Background: an optimization exercise with open tools, aiming at small area, a short achievable clock period and few clock cycles per item. Do not read the settings as production practice.
Only simulation tests tie the RTL to the original design; equivalence was not proved.

==> design.v <==
module ldpc_dec (
    input  wire        clk,
    input  wire        rst,
    input  wire        in_valid,
    output wire        in_ready,
    input  wire [31:0] in_llr,
    input  wire [7:0]  cfg_max_iter,
    input  wire        cfg_early_stop,
    output wire        out_valid,
    input  wire        out_ready,
    output reg  [31:0] out_msg,
    output reg  [7:0]  out_iter,
    output reg         out_pass
);
    localparam Z     = 4;
    localparam NROW  = 6;
    localparam NCOL  = 14;
    localparam DEG   = 7;
    localparam NV    = NCOL * Z;         
    localparam NE    = NROW * DEG * Z;   
    localparam K     = 8 * Z;            
    localparam NBEAT = NCOL - 2;
    function integer colof(input integer r, input integer t);
        begin
            case (r)
                0: case (t) 0: colof = 0; 1: colof = 1; 2: colof = 2; 3: colof = 3;
                            4: colof = 4; 5: colof = 6; default: colof = 8; endcase
                1: case (t) 0: colof = 0; 1: colof = 1; 2: colof = 3; 3: colof = 5;
                            4: colof = 7; 5: colof = 8; default: colof = 9; endcase
                2: case (t) 0: colof = 0; 1: colof = 2; 2: colof = 4; 3: colof = 5;
                            4: colof = 6; 5: colof = 9; default: colof = 10; endcase
                3: case (t) 0: colof = 1; 1: colof = 2; 2: colof = 3; 3: colof = 6;
                            4: colof = 7; 5: colof = 10; default: colof = 11; endcase
                4: case (t) 0: colof = 0; 1: colof = 1; 2: colof = 4; 3: colof = 5;
                            4: colof = 7; 5: colof = 11; default: colof = 12; endcase
                default: case (t) 0: colof = 0; 1: colof = 1; 2: colof = 2; 3: colof = 6;
                            4: colof = 7; 5: colof = 12; default: colof = 13; endcase
            endcase
        end
    endfunction
    function integer shof(input integer r, input integer t);
        begin
            case (r)
                0: case (t) 0: shof = 1; 1: shof = 6; 2: shof = 3; 3: shof = 0;
                            4: shof = 5; 5: shof = 2; default: shof = 0; endcase
                1: case (t) 0: shof = 4; 1: shof = 2; 2: shof = 7; 3: shof = 1;
                            4: shof = 6; default: shof = 0; endcase
                2: case (t) 0: shof = 7; 1: shof = 5; 2: shof = 2; 3: shof = 3;
                            4: shof = 0; default: shof = 0; endcase
                3: case (t) 0: shof = 3; 1: shof = 0; 2: shof = 6; 3: shof = 4;
                            4: shof = 1; default: shof = 0; endcase
                4: case (t) 0: shof = 2; 1: shof = 7; 2: shof = 1; 3: shof = 6;
                            4: shof = 5; default: shof = 0; endcase
                default: case (t) 0: shof = 6; 1: shof = 3; 2: shof = 5; 3: shof = 7;
                            4: shof = 2; default: shof = 0; endcase
            endcase
        end
    endfunction
    localparam S_LOAD = 2'd0, S_DEC = 2'd1, S_CHK = 2'd2, S_DONE = 2'd3;
    reg [1:0]  state;
    reg [3:0]  beat;
    reg [2:0]  row;
    reg [7:0]  iter;
    reg [7:0]  max_iter;
    reg        early_stop;
    reg [NV*8-1:0] lv;    
    reg [NE*8-1:0] rv;    
    assign in_ready  = (state == S_LOAD);
    assign out_valid = (state == S_DONE);
    reg [DEG*Z*8-1:0] lg;      
    reg [DEG*Z*8-1:0] rg;      
    reg [DEG*Z*8-1:0] new_l;   
    reg [DEG*Z*8-1:0] new_r;   
    integer i, t, z;
    always @* begin
        lg = {DEG*Z*8{1'b0}};
        rg = {DEG*Z*8{1'b0}};
        for (i = 0; i < NROW; i = i + 1)
            if (row == i[2:0])
                for (t = 0; t < DEG; t = t + 1)
                    for (z = 0; z < Z; z = z + 1) begin
                        lg[8*(t*Z+z) +: 8] = lv[8*(colof(i, t)*Z + (z + shof(i, t)) % Z) +: 8];
                        rg[8*(t*Z+z) +: 8] = rv[8*((i*DEG+t)*Z+z) +: 8];
                    end
    end
    reg [9*DEG-1:0]  qv;      
    reg signed [8:0] q;
    reg        [6:0] qa;
    reg signed [8:0] d;
    reg        [6:0] min1, min2, m;
    reg        [2:0] idx;
    reg              par;
    reg        [8:0] mag;
    reg signed [8:0] r9;
    always @* begin
        new_l = {DEG*Z*8{1'b0}};
        new_r = {DEG*Z*8{1'b0}};
        qv    = {9*DEG{1'b0}};
        for (z = 0; z < Z; z = z + 1) begin
            min1 = 7'd127;
            min2 = 7'd127;
            idx  = 3'd0;
            par  = 1'b0;
            for (t = 0; t < DEG; t = t + 1) begin
                d = $signed(lg[8*(t*Z+z) +: 8]) - $signed(rg[8*(t*Z+z) +: 8]);
                if (d > 9'sd127)       q = 9'sd127;
                else if (d < -9'sd127) q = -9'sd127;
                else                   q = d;
                qv[9*t +: 9] = q;
                qa  = q[8] ? -q[6:0] : q[6:0];
                par = par ^ q[8];
                if (qa < min1) begin
                    min2 = min1;
                    min1 = qa;
                    idx  = t[2:0];
                end else if (qa < min2) begin
                    min2 = qa;
                end
            end
            for (t = 0; t < DEG; t = t + 1) begin
                q   = qv[9*t +: 9];
                m   = (idx == t[2:0]) ? min2 : min1;
                mag = ({2'b00, m} + {1'b0, m, 1'b0}) >> 2;    
                r9  = (par ^ q[8]) ? -$signed(mag) : $signed(mag);
                new_r[8*(t*Z+z) +: 8] = r9[7:0];
                d = q + r9;
                if (d > 9'sd127)       new_l[8*(t*Z+z) +: 8] = 8'sd127;
                else if (d < -9'sd127) new_l[8*(t*Z+z) +: 8] = -8'sd127;
                else                   new_l[8*(t*Z+z) +: 8] = d[7:0];
            end
        end
    end
    reg [K-1:0] hd;
    reg [15:0]  crc;
    reg         crc_ok;
    integer k;
    always @* begin
        crc = 16'd0;
        for (k = 0; k < K; k = k + 1) begin
            hd[k] = lv[8*k+7];
            crc = {crc[14:0], 1'b0} ^ ((crc[15] ^ hd[k]) ? 16'h1021 : 16'h0000);
        end
        crc_ok = (crc == 16'd0);
    end
    wire [7:0] iter_next = iter + 8'd1;
    always @(posedge clk) begin
        if (rst) begin
            state <= S_LOAD;
            beat  <= 4'd0;
        end else begin
            case (state)
                S_LOAD: if (in_valid) begin
                    lv[8*(beat+2)*Z +: 8*Z] <= in_llr;
                    if (beat == 4'd0) begin
                        lv[0 +: 16*Z] <= {16*Z{1'b0}};    
                        rv <= {NE*8{1'b0}};
                        max_iter   <= cfg_max_iter;
                        early_stop <= cfg_early_stop;
                    end
                    if (beat == NBEAT - 1) begin
                        beat  <= 4'd0;
                        row   <= 3'd0;
                        iter  <= 8'd0;
                        state <= S_DEC;
                    end else begin
                        beat <= beat + 4'd1;
                    end
                end
                S_DEC: begin
                    for (i = 0; i < NROW; i = i + 1)
                        if (row == i[2:0])
                            for (t = 0; t < DEG; t = t + 1)
                                for (z = 0; z < Z; z = z + 1) begin
                                    lv[8*(colof(i, t)*Z + (z + shof(i, t)) % Z) +: 8] <= new_l[8*(t*Z+z) +: 8];
                                    rv[8*((i*DEG+t)*Z+z) +: 8] <= new_r[8*(t*Z+z) +: 8];
                                end
                    if (row == NROW - 1) begin
                        row   <= 3'd0;
                        state <= S_CHK;
                    end else begin
                        row <= row + 3'd1;
                    end
                end
                S_CHK: begin
                    iter <= iter_next;
                    if ((early_stop && crc_ok) || iter_next == max_iter) begin
                        out_msg  <= hd;
                        out_iter <= iter_next;
                        out_pass <= crc_ok;
                        state    <= S_DONE;
                    end else begin
                        state <= S_DEC;
                    end
                end
                default: if (out_ready) state <= S_LOAD;
            endcase
        end
    end
endmodule
==> run.sh <==
#!/bin/bash
# synth_recipe.tcl (not shown) runs the flow's synth.tcl, then flattens the netlist and writes it again
# the make line also repeats each setting of config.mk as NAME=value (left out here)
make -C /OpenROAD-flow-scripts/flow DESIGN_CONFIG=/design/flow/config.mk WORK_HOME=/design/flow/orfs CLKGATE_MAP_FILE= SYNTH_SCRIPT=/design/flow/synth_recipe.tcl finish
==> config.mk <==
export PLATFORM = sky130hd
export DESIGN_NAME = ldpc_dec
export DESIGN_NICKNAME = ldpc_dec
export VERILOG_FILES = /design/flow/design.v
export SDC_FILE = /design/flow/constraint.sdc
export NUM_CORES = 8
export LEC_CHECK = 0
export CAP_MARGIN = 40
export CORE_MARGIN = 2
export CORE_UTILIZATION = 30
export PLACE_DENSITY = 0.5
export SLEW_MARGIN = 40
==> constraint.sdc <==
create_clock -name core_clock -period 25.0 [get_ports {clk}]
set_input_delay 5.0000 -clock core_clock [delete_from_list [all_inputs] [get_ports {clk}]]
set_output_delay 5.0000 -clock core_clock [all_outputs]
set_load 0.01 [all_outputs]
==> run summary <==
## per-layer routing
metal / global-route usage [%] / vias to the layer above / part of all wire, %
met1: 36.5 / 71019 / 41
met3: 8.40 / 1868 / 11
met5: 0 / - / 0.063
li1: - / 64046 / -
met2: 41.8 / 7456 / 42
met4: 14.2 / 76 / 6.1
## layout by cell type, fill, tap and decap left out, drive strengths merged, types with 93 or more instances in the layout
master / count
a22oi: 96
o22ai: 94
ha: 986
clkinv: 99
inv: 684
o211ai: 153
o21a: 177
clkbuf: 265
o311ai: 291
o21bai: 152
edfxtp: 1853
nand3: 182
mux2i: 345
a21oi: 1461
nand2: 1574
nor2: 1798
and2: 311
nand2b: 145
a32o: 143
a32oi: 93
nor3: 267
buf: 939
a211oi: 202
a21o: 249
o31ai: 100
o21ai: 1365
a31oi: 205
nor2b: 179
xnor2: 582
xor2: 269
a221oi: 443
or3: 93
## kinds of logic (layout without fill, tap and decap cells)
kind of cell    Yosys count  count (layout)
buf+inv                1719            2123
compound gates         5880            5880
xor+xnor                851             851
mux                     395             395
other cells               0              38
simple gates           5020            5020
fa+ha+maj              1127            1127
flops                  1859            1859
## worst paths after layout
kind,start,end,slack (ns),cells after the start
max,row[2],lv[154],1.17,109
min,state[1],state[1],0.56,2
max reg2reg,row[2],lv[154],1.17,109
min reg2reg,state[1],state[1],0.56,2
## timing repair
item / in CTS / in global routing
gates cloned: 0 / 1
gates resized for setup: 15 / 252
setup buffers: 6 / 38
hold buffers: 0 / 0
setup endpoints to repair: 112 / 411
pin swaps: 2 / 21
## critical path, delay by kind of cell (launching register included)
family	cells	cell delay, ns
AND/OR/NAND/NOR	32	5.18
XOR/XNOR	4	1.09
flip-flops	1	0.41
buffers and inverters	11	2.09
adder cells (fa/ha/maj)	11	3.30
AO/OA/AOI/OAI	46	9.67
multiplexers	5	1.65
## metrics by stage
stage | util [%] | cells | hold WS [ns]
2_1_floorplan | - | 16851 | 0.424
3_3_place_gp | 32.7 | 23445 | 0.529
3_5_place_dp | 32.8 | 23466 | 0.549
4_1_cts | 34.4 | 23895 | 0.558
5_1_grt | 34.7 | 23938 | 0.576
6_report | 34.7 | 23974 | 0.559
## flip-flops by register name, summed over array words and instances (netlist names)
signal / cells
state: 2
max_iter: 8
row: 3
out_msg: 32
early_stop: 1
out_pass: 1
rv: 1344
out_iter: 8
lv: 448
beat: 4
iter: 8
## area by class of cell
cell class / instances / area (sq um)
Clock buffer: 263 / 5860
Clock inverter: 160 / 1920
Multi-Input combinational cell: 13273 / 90600
Timing Repair Buffer: 1023 / 8850
Fill cell: 51431 / 327000
Sequential cell: 1859 / 55800
Inverter: 677 / 2560
Tap cell: 6681 / 8360
Antenna cell: 38 / 95.1
==> run summary <==
GRT:
- The initial antenna violation count came to 96.
- Global routing used 28.0% of the available tracks across all layers.
- The number of global-route vias before repair is 132493.
- The maximum number of pins on one net before global-route repair is 189.
- The total overflow left after global routing is 0.
- The first global-routing pass estimated 1030 mm of wire.

Timing:
- For the final database, setup skew stands at 0.104 ns.
- The final count of hold timing violations is 0.
- The measured slew at the worst slew-check pin is 1.16 ns.
- The count of final max-slew check failures is 0.
- Setup violations remaining at the end of the flow were counted as 0.
- The share of the clock period used by the worst path is roughly 95%.
- The normalized max-slew margin is approximately 22%.
- The worst path meets setup with roughly 1.2 ns of slack.
- In the final timing run, aggregate negative setup slack is 0 ns.
- Derived from the worst setup path, the maximum achievable clock frequency is 42.0 MHz.
- The post-layout minimum cycle time is about 24 ns.

Placement:
- Routability-driven placement finished with a final weighted congestion of between 1 and 1.5.
- The total half-perimeter wirelength after legalization and detailed placement is 552 mm.
- Prior to clock tree synthesis, the placed netlist has a worst setup slack of -0.974 ns.
- After detailed placement, the total cell area comes to 165000 sq um.
- The count of port buffers added during placement is 87.

Route:
- The number of detailed-route iterations in the first pass is 9.
- In the routed design, unresolved DRC markers number 0.
- The routed wire length is around 750 mm.
- Dividing the detail-routed wire length by the instance count gives 31.1 microns.
- The violation count after the first detailed-route iteration is 18510.
- The routed via count divided by cell count is 6.03.
- The total vias in the final route is roughly 140k.
- In this run the remaining antenna-violating nets after routing total 0.

Synthesis:
- Summing every instance area after synthesis gives around 150000 sq um.
- After Yosys synthesis, XOR and XNOR cells account for 4.98% of the synthesized area.
- The dominant register cell in the synthesized netlist is edfxtp_1.
- After synthesis, the largest family of logic cells by area is compound AO/OA/AOI/OAI gates.
- The synthesized netlist devotes a little over a quarter of its cell area to compound gates.
- edfxtp_1 takes more of the synthesized area than any other cell.
- The top cell type's share of synthesized area is around 37%.
- The cell count after synthesis is 16851.
- The synthesized design contains between 1500 and 2000 enable-type register cells.
- By instance count, the leading cell after synthesis is edfxtp_1.
- The number of storage elements in the synthesis netlist is 1859.
- The number of different library cells in the post-synthesis netlist is 140.
- The average size of a mapped cell is 8.95 sq um.
- Counting flops with an async set or reset pin after synthesis yields a share of 0%.
- The multiplexer fraction of the synthesized cell area is 2.68%.
- The post-synthesis net count is 17966.
- Ranked by total cell area, the synthesized netlist is headed by edfxtp_1 37%, ha_1 8.2%, a21oi_1 4.8%.
- The share of synthesized cell area in full adder, half adder and majority cells is 9.68%.
- For this run, the number of Yosys warnings is 1.
- The share of synthesized cell area in and, or, nand and nor gates is approximately 15%.
- Summing the sequential cell areas from Yosys gives 37.0% of the chip area.
- By count the netlist is led by 1853 x edfxtp_1, 1794 x nor2_1, 1573 x nand2_1.

Finish:
- The post-route netlist has 11.2% of its cells at a drive strength greater than 1.
- The number of nets in the finished design is 18177.
- The relative area change from synthesis to final layout is 15.4%.
- Once layout is done, the placed cells without fillers occupy 174000 sq um.

Clock tree:
- The maximum number of buffers from clock root to sink is 4.
- Clock tree synthesis inserted a total of 228 buffers.
- The later pin in the worst-skew pair is clocked with a latency of 1.04 ns.
- The CTS tree is done.
- Clock-pin slew was measured on the worst setup and hold paths at about 0.060 ns.
- The CTS root buffer is clkbuf_16.
- CTS saw 1859 sinks.
- The total number of H-tree levels is 4.

Floorplan:
- The die width is 713 microns.
- The die covers about 500000 sq um.
- The effective utilization at floorplan is 30.1%.
- The core region is 501000 sq um.
- The initialized floorplan defines 260 standard-cell rows.
- The height of the die is 713 microns.
- During I/O placement, the number of pins put on the boundary was 88.

Critical path:
- At the worst endpoint, the required time is ~26 ns.
- The biggest cell delay along the critical path is 0.50 ns.
- The worst setup path is launched from a flip-flop.
- The type of the worst setup path is flip-flop to flip-flop.
- The arrival time at the worst endpoint is 24.51 ns.
- The slowest stage of the critical path belongs to the cell a22o_1.
- The most frequent cell on the critical path is ha_1.
- The type of element capturing the critical path is a flip-flop.
- The largest driver fanout on the critical path is 11.

Job:
- The number of violations of the max-capacitance limit is 0.

Status:
- The run finished with no timing, DRC or antenna violations.

Hold path:
- The class of the tightest hold or removal check is flip-flop to flip-flop.
Testbench counts, summed over its fixed seeds: cycles 12,593, codewords 384.

[re-timing with driven ports]
How much do the figures lean on ideal ports? The routed layout below was timed once more, with nothing changed but the port constraints. Step 1: set_driving_cell puts a clkbuf_16 on clk and a buf_2 on each other input, an assumption about the parent block. Step 2 times the ports against the registers' clock, not the clock port: input delays grow and output delays shrink by t, the midpoint of the rising clock arrivals with the driver on. Slacks: ideal / step 1 / step 2; pairs: ideal / step 1.
t (ns): 1.122
slack for setup (ns): 1.169 / 1.169 / 1.169
worst data-port slew with drivers (ns): 0.39
After both steps this run still meets setup and hold. The setup slack of this run moves by 0.000 ns with the drivers and by 0.000 ns with both steps.
